Context: an optimization exercise on an open-source flow, tuned for small area, a short achievable clock period and few clock cycles. The choices shown serve that exercise and are no tape-out recipe.
In this exercise RTL edits were held to simulation tests only and were not proved equivalent to the original.

==> trial 23: inputs <==
Design cbs_rtb, start of the top module:
module cbs_rtb (
    input  wire          clk,
    input  wire          rst,
    input  wire          h_valid,
    input  wire [31:0]   h_data,
    output wire          ready,
    output reg           r_valid,
    output reg  [31:0]   r_data,
    input  wire          p_valid,
    input  wire [7:0]    p_data,
    input  wire          tick,
    output wire [31:0]   period_out,
    output wire [31:0]   duty_out
);
==> flow/config.mk <==
export PLATFORM = sky130hd
export DESIGN_NAME = cbs_rtb
export DESIGN_NICKNAME = cbs_rtb
export VERILOG_FILES = /design/flow/design.v
export SDC_FILE = /design/flow/constraint.sdc
export NUM_CORES = 8
export LEC_CHECK = 0
export ABC_AREA = 1
export CAP_MARGIN = 20
export CORE_MARGIN = 2
export CORE_UTILIZATION = 40
export PLACE_DENSITY = 0.6
export SLEW_MARGIN = 20
export SYNTH_MEMORY_MAX_BITS = 65536
==> flow/constraint.sdc <==
create_clock -name core_clock -period 25.0 [get_ports {clk}]
set_input_delay 5.0000 -clock core_clock [delete_from_list [all_inputs] [get_ports {clk}]]
set_output_delay 5.0000 -clock core_clock [all_outputs]
set_load 0.01 [all_outputs]
run.sh (not shown) runs the stock make flow with config.mk's settings and CLKGATE_MAP_FILE= SYNTH_SCRIPT=/design/flow/synth_recipe.tcl, a recipe that flattens the netlist after the stock synthesis.
==> inputs of build 6, as changes to trial 23 <==
--- a/flow/design.v
+++ b/flow/design.v
@@ -77,13 +77,12 @@
     always @(posedge clk) y <= yc;
 endmodule
 module fpm3 (
     input  wire        clk,
     input  wire [31:0] a,
     input  wire [31:0] b,
-    output reg  [31:0] yc,
     output reg  [31:0] y
 );
     wire a_e0 = ~(|a[30:23]), b_e0 = ~(|b[30:23]);
     wire a_e1 = &a[30:23],    b_e1 = &b[30:23];
     wire a_fz = ~(|a[22:0]),  b_fz = ~(|b[22:0]);
     wire a_nan = a_e1 & ~a_fz, b_nan = b_e1 & ~b_fz;
@@ -145,21 +144,20 @@
         end
     end
     wire [7:0]  ef  = uf_ ? 8'd0 : er[7:0];
     wire        inc = v[1] & (v[0] | v[2]);
     wire [30:0] mag = {ef, v[24:2]} + {30'd0, inc};
     wire        ovf = !er[9] && (er > 10'd254);
-    always @(*) begin
+    always @(posedge clk) begin
         case (q_c)
-            2'd1: yc = 32'h7FC00000;
-            2'd2: yc = {q_s, 8'hFF, 23'd0};
-            2'd3: yc = {q_s, 31'd0};
-            default: yc = ovf ? {q_s, 8'hFF, 23'd0} : {q_s, mag};
+            2'd1: y <= 32'h7FC00000;
+            2'd2: y <= {q_s, 8'hFF, 23'd0};
+            2'd3: y <= {q_s, 31'd0};
+            default: y <= ovf ? {q_s, 8'hFF, 23'd0} : {q_s, mag};
         endcase
     end
-    always @(posedge clk) y <= yc;
 endmodule
 module fp_sin3 (
     input  wire        clk,
     input  wire [31:0] th,
     input  wire        ld,
     output reg  [31:0] s
@@ -300,34 +298,31 @@
         else if (b[31] || b_e1)             c0 = 2'd1;
         else if (b_e0)                      c0 = 2'd2;
         else if (!de[8] && de[7:0] >= 8'd2) c0 = 2'd2;
         else if (de[8] && de[7:0] <= 8'hFE) c0 = 2'd1;
         else                                c0 = 2'd0;
     end
-    reg  [24:0] r;            
+    reg  [24:0] r;
     reg  [23:0] dv;
-    reg  [25:0] dv3;          
     reg  [25:0] qq;
     reg  [7:0]  e;
-    wire [26:0] s1 = {1'b0, r, 1'b0} - {3'b0, dv};
-    wire [26:0] s2 = {1'b0, r, 1'b0} - {2'b0, dv, 1'b0};
-    wire [26:0] s3 = {1'b0, r, 1'b0} - {1'b0, dv3};
-    wire        g1 = !s2[26];                   
-    wire        g2 = g1 ? !s3[26] : !s1[26];    
-    wire [23:0] rr = g1 ? (g2 ? s3[23:0] : s2[23:0]) : (g2 ? s1[23:0] : {r[22:0], 1'b0});
-    wire [24:0] r2 = {rr, 1'b0};
+    wire [25:0] s1 = {1'b0, r} - {2'b0, dv};
+    wire        g1 = !s1[25];
+    wire [24:0] r1 = {(g1 ? s1[23:0] : r[23:0]), 1'b0};
+    wire [25:0] s2 = {1'b0, r1} - {2'b0, dv};
+    wire        g2 = !s2[25];
+    wire [24:0] r2 = {(g2 ? s2[23:0] : r1[23:0]), 1'b0};
     wire        stk = qq[0] | (r != 25'd0);
     wire        inc = qq[1] & (stk | qq[2]);
     wire [24:0] m   = {1'b0, qq[25:2]} + {24'd0, inc};
     assign q = m[24] ? {1'b0, e + 8'd1, 23'd0} : {1'b0, e, m[22:0]};
     always @(posedge clk) begin
         if (start) begin
             cls <= c0;
             r   <= a_lt ? {ma, 1'b0} : {1'b0, ma};
             dv  <= mb;
-            dv3 <= {2'b00, mb} + {1'b0, mb, 1'b0};
             e   <= de[7:0] + (a_lt ? 8'd126 : 8'd127);
         end else begin
             qq  <= {qq[23:0], g1, g2};
             r   <= r2;
         end
     end
@@ -2015,20 +2010,23 @@
                                : {1'b0, 8'd134, per_n[8:0], 14'd0};
     wire amp_pos = !amp[31] && (amp[30:0] != 31'd0) &&
                    !((amp[30:23] == 8'hFF) && (amp[22:0] != 23'd0));
     wire eng_en = !rs_on || (rs_n >= 5'd13);
     wire issue  = eng_en && !eng_wait && !ph && (ocnt != 4'd10);
     wire cu_go  = (lag != 4'd0) && ph;                  
-    wire [31:0] inc_y, tss_y, add_y, mul_y, sin_y, add_c, mul_c;
+    wire [31:0] inc_y, tss_y, add_y, mul_y, sin_y, add_c;
     fpa2 u_inc (.clk(clk), .a(ph ? st : st_s), .b(TICK_STEP), .yc(inc_y), .y());
     fp_incp2 u_inct (.clk(clk), .x(tss), .y(tss_y));
-    reg  [31:0] xa, xb, ya, yb;
-    reg         ld_amp;       
-    fpa2 u_add (.clk(clk), .a(xa), .b(xb), .yc(add_c), .y(add_y));
-    fpm3 u_mul (.clk(clk), .a(ya), .b(yb), .yc(mul_c), .y(mul_y));
-    wire        k_go = !k_ok && (kv == 3'd0) && !rs_on && ld_amp && !v[4] && !v[13];
+    wire [31:0] add_a = v[7] ? mul_y : st_s;
+    wire [31:0] add_b = v[7] ? phase : {~start[31], start[30:0]};
+    fpa2 u_add (.clk(clk), .a(add_a), .b(add_b), .yc(add_c), .y(add_y));
+    wire        k_go = !k_ok && (kv == 3'd0) && !rs_on && !v[4] && !v[13];
+    wire [31:0] mul_c = rs_on ? NOM_F : da;
+    wire [31:0] mul_a = v[4] ? freq : kk;
+    wire [31:0] mul_b = v[4] ? add_y : (v[13] ? sin_y : mul_c);
+    fpm3 u_mul (.clk(clk), .a(mul_a), .b(mul_b), .y(mul_y));
     fp_sin3 u_sin (.clk(clk), .th(add_y), .ld(v[11]), .s(sin_y));
     wire [10:0] dd;
     wire        dn;
     fp_duty2 u_duty (.clk(clk), .o(mul_y), .per(per_n), .duty(dd), .nan(dn));
     wire [11:0] dres = amp_pos ? {dn, dd} : 12'd0;
     wire [1:0]  div_cls;
@@ -2057,24 +2055,12 @@
                     corr_clamp = 11'd1100;
                 else
                     corr_clamp = r[10:0];
             end
         end
     endfunction
-    reg  [10:0] pc_new;
-    always @(*) begin
-        case (div_cls)
-            2'd0: pc_new = corr_clamp(mul_y);
-            2'd1: pc_new = 11'd900;
-            2'd2: pc_new = 11'd1100;
-            default: pc_new = pcorr;
-        endcase
-    end
-    wire [31:0] da_new = pc_new[10] ? {1'b0, 8'd135, pc_new[9:0], 13'd0}
-                                    : {1'b0, 8'd134, pc_new[8:0], 14'd0};
-    wire        rs_last = rs_on && (rs_n == 5'd21);
     wire        h_acc = h_valid && rdy;
     wire        t_acc = tick && rdy;
     wire [7:0]  opc   = h_data[31:24];
     wire [23:0] arg   = h_data[23:0];
     wire        first_multi = h_acc && hp_k == 2'd0 && (opc == OP_REFS || opc == OP_SETC);
     wire        do1     = h_acc && hp_k == 2'd0 && !first_multi;    
@@ -2126,28 +2112,17 @@
         endcase
     end
     always @(posedge clk) begin
         if (we && !rst)
             fmem[wc] <= p_data;
     end
-    wire        q_any  = (acnt != 4'd0);
-    wire        q_here = q_any || v[17];
-    wire        commit = (pend && q_here) || (tick && rdy && q_here);
-    wire [11:0] cres   = q_any ? qm[rp] : dres;
-    wire        qpush  = v[17] && !(commit && !q_any);
-    wire [3:0]  acnt_n0 = acnt + {3'd0, v[17]};
-    wire [3:0]  acnt_n1 = q_any ? acnt + {3'd0, v[17]} - 4'd1 : acnt;
-    wire [3:0]  ocnt_n0 = ocnt + {3'd0, issue};
-    wire [3:0]  ocnt_n1 = ocnt + {3'd0, issue} - 4'd1;
-    wire [3:0]  lag_n0  = lag - {3'd0, cu};
-    wire [3:0]  lag_n1  = lag - {3'd0, cu} + {3'd0, synced};
-    wire [3:0]  wp_i    = (wp == 4'd9) ? 4'd0 : wp + 4'd1;
-    wire [3:0]  rp_i    = (rp == 4'd9) ? 4'd0 : rp + 4'd1;
-    wire [3:0]  wp_n0   = v[17] ? wp_i : wp;
-    wire [3:0]  wp_n1   = (v[17] && q_any) ? wp_i : wp;
-    wire [3:0]  rp_n1   = q_any ? rp_i : rp;
+    wire        q_here = (acnt != 4'd0) || v[17];
+    wire        commit = (t_acc || pend) && q_here;
+    wire [11:0] cres   = (acnt != 4'd0) ? qm[rp] : dres;
+    wire        qpush  = v[17] && !(commit && acnt == 4'd0);
+    wire        qpop   = commit && acnt != 4'd0;
     always @(posedge clk) begin
         if (qpush) qm[wp] <= dres;
         if (do1) rd_idx <= arg[3:0];
     end
     always @(posedge clk) begin
         if (rst) begin
@@ -2168,38 +2143,19 @@
             wc <= wc1;
             ic <= ic1;
             v  <= {v[16:1], issue};
             ph <= (rs_on && rs_n == 5'd0 && lag == 4'd0) ? 1'b0 : ~ph;    
             if (v[1] && synced) st_s <= inc_y;
             kv <= {kv[2:1], k_go};
-            if (v[1]) begin
-                xa <= synced ? inc_y : st_s;
-                xb <= {~start[31], start[30:0]};
-            end else if (v[6]) begin
-                xa <= mul_c;
-                xb <= phase;
-            end
-            ld_amp <= 1'b0;
-            if (v[3]) begin
-                ya <= freq; yb <= add_c;
-            end else if (v[12]) begin
-                ya <= kv[3] ? mul_y : kk;    
-                yb <= sin_y;
-            end else if (rs_on && !rs_last) begin
-                ya <= div_q; yb <= NOM_F;
-            end else begin
-                ya <= amp; yb <= rs_on ? da_new : da;
-                ld_amp <= 1'b1;
-            end
             if (kv[3]) begin kk <= mul_y; k_ok <= 1'b1; end
             cu <= cu_go;
             if (cu) begin
                 st  <= inc_y;
                 tss <= tss_y;
             end
-            lag <= commit ? lag_n1 : lag_n0;
+            lag <= lag - {3'd0, cu} + {3'd0, commit && synced};
             if (eng_wait && lag == 4'd0 && (!rs_on || rs_n >= 5'd12)) begin
                 eng_wait <= 1'b0;
                 st_s <= st;
                 if (setc_wait) begin
                     setc_wait <= 1'b0;
                     start <= st;
@@ -2210,29 +2166,29 @@
             end
             if (rd_wait && (lag == 4'd0 || (rd_idx != 4'h0 && rd_idx != 4'h3))) begin
                 rd_wait <= 1'b0;
                 r_valid <= 1'b1;
                 r_data <= rd_v1;
             end
-            wp   <= commit ? wp_n1 : wp_n0;
-            rp   <= commit ? rp_n1 : rp;
-            acnt <= commit ? acnt_n1 : acnt_n0;
-            ocnt <= commit ? ocnt_n1 : ocnt_n0;
+            if (qpush) wp <= (wp == 4'd9) ? 4'd0 : wp + 4'd1;
+            if (qpop)  rp <= (rp == 4'd9) ? 4'd0 : rp + 4'd1;
+            acnt <= acnt + {3'd0, qpush} - {3'd0, qpop};
+            ocnt <= ocnt + {3'd0, issue} - {3'd0, commit};
             if (commit) begin
                 period <= per_n;
                 duty <= cres[10:0];
                 if (cres[11]) err_duty <= 1'b1;
                 pend <= 1'b0;
                 rdy <= 1'b1;
             end else if (t_acc) begin
                 pend <= 1'b1;
                 rdy <= 1'b0;
             end
-            if (v[12] && !k_ok && !kv[3]) begin
+            if (v[13] && !k_ok) begin
                 v <= 17'd0; ocnt <= 4'd0; acnt <= 4'd0; wp <= 4'd0; rp <= 4'd0;
-                eng_wait <= 1'b1; kv <= 3'd0; ld_amp <= 1'b0;
+                eng_wait <= 1'b1; kv <= 3'd0; kk <= amp;
             end
             if (h_acc) begin
                 if (hp_k == 2'd0) begin
                     hp_ok <= (arg == 24'd0);
                     if (opc == OP_REFS) begin hp_k <= 2'd1; hp_setc <= 1'b0; end
                     else if (opc == OP_SETC) begin hp_k <= 2'd3; hp_setc <= 1'b1; end
@@ -2274,13 +2230,13 @@
                 if (!hp_ok) begin
                     err_ill <= 1'b1;
                     r_valid <= 1'b1;
                     r_data  <= 32'd0;
                 end else begin
                     amp <= hp_op0; freq <= hp_op1; phase <= h_data;
-                    ld_amp <= 1'b0;
+                    kk <= hp_op0;
                     setc_wait <= 1'b1;
                     rdy <= 1'b0;
                     v <= 17'd0; ocnt <= 4'd0; acnt <= 4'd0; wp <= 4'd0; rp <= 4'd0;
                     eng_wait <= 1'b1; k_ok <= 1'b0; kv <= 3'd0;
                 end
             end
@@ -2290,34 +2246,42 @@
                     r_valid <= 1'b1;
                     r_data  <= 32'd0;
                 end else if (!synced) begin
                     tsc <= h_data; tols <= h_data; st <= h_data;
                     tss <= 32'd0;
                     synced <= 1'b1;
-                    ld_amp <= 1'b0;
+                    kk <= amp;
                     r_valid <= 1'b1;
                     r_data  <= 32'd0;
                     v <= 17'd0; ocnt <= 4'd0; acnt <= 4'd0; wp <= 4'd0; rp <= 4'd0;
                     eng_wait <= 1'b1; k_ok <= 1'b0; kv <= 3'd0;
                 end else begin
-                    xa <= h_data;
-                    xb <= {~tols[31], tols[30:0]};
+                    kk <= start;
+                    start <= tols;
+                    st_s <= h_data;
                     tols <= h_data;
                     rs_on <= 1'b1;
                     rs_n <= 5'd0;
                     rdy <= 1'b0;
                     v <= 17'd0; ocnt <= 4'd0; acnt <= 4'd0; wp <= 4'd0; rp <= 4'd0;
                     eng_wait <= 1'b1; k_ok <= 1'b0; kv <= 3'd0;
                 end
             end
             if (rs_on) begin
                 if (rs_n != 5'd0 || lag == 4'd0)
                     rs_n <= rs_n + 5'd1;
-                if (rs_last) begin
-                    pcorr <= pc_new;
-                    if (div_cls == 2'd3) err_corr <= 1'b1;
+                if (rs_n == 5'd2) start <= kk;
+                if (rs_n == 5'd17) kk <= div_q;
+                if (rs_n == 5'd21) begin
+                    kk <= amp;
+                    case (div_cls)
+                        2'd0: pcorr <= corr_clamp(mul_y);
+                        2'd1: pcorr <= 11'd900;
+                        2'd2: pcorr <= 11'd1100;
+                        default: err_corr <= 1'b1;
+                    endcase
                     tss <= 32'd0;
                     r_valid <= 1'b1;
                     r_data <= 32'd0;
                     rdy <= 1'b1;
                     rs_on <= 1'b0;
                 end
==> flow_summary.yaml <==
layout:
  area_growth_pct: 8.81
  regArea_um2: 34900
synth:
  yosys-top-cells-count: "3,092 x nand2_1, 2,220 x inv_1, 1,617 x o21ai_0"
  synthDistinctLibCells: 95
status:
  status: "timing/DRC/antenna clean"
grt:
  met1_usage_pct: 43.3
  grt_pass1_wl_mm: 754
setup_path:
  rr_endpoint: "xa[3]"
[end of results for trial 23]
==> flow_summary.yaml <==
grt:
  grt_pass1_wl_mm: 725
  met1_usage_pct: 45.7
synth:
  yosys-top-cells-count: "3,119 x nand2_1, 2,120 x inv_1, 1,513 x o21ai_0"
status:
  status: "timing/DRC/antenna clean"
layout:
  regArea_um2: 30300
  area_growth_pct: 9.00
setup_path:
  rr_endpoint: "u_add.r_sum[27]"
[end of results for build 6]
Testbench counts of trial 23, summed over its fixed seeds: cycles 28,818.
Testbench counts of build 6, summed over its fixed seeds: cycles 28,818.

static timing again, ports no longer ideal:
The flow's constraints put no driver on any port. The routed layouts listed below were extracted and timed again, unchanged, in two steps.
Step 1 sets driving cells, clkbuf_16 on the clock port and buf_2 on the other inputs (assumed; they add their load-dependent delay and slew).
Step 2 moves the port delays by t, midway between the first and last clock arrival at a register: inputs arrive t later, outputs are due t later. That takes back most of the time a late clock gives input paths.
Three values: no drivers, after step 1, after step 2; two values: the first two.
| run | t (ns) | setup slack, ns | hold WS [ns] | worst setup path after step 2 | worst data-port slew with drivers (ns) |
|---|---|---|---|---|---|
| trial 23 | 0.978 | 16.739 / 16.756 / 15.849 | 0.324 / 0.324 / 0.324 | input to register | 0.21 |
| build 6 | 0.953 | 15.789 / 15.789 / 15.191 | 0.324 / 0.324 / 0.324 | input to register | 0.08 |
After both steps every run listed still meets setup and hold. For trial 23, which loses most, drivers alone change the setup slack by +0.017 ns; drivers and shift together by -0.890 ns.
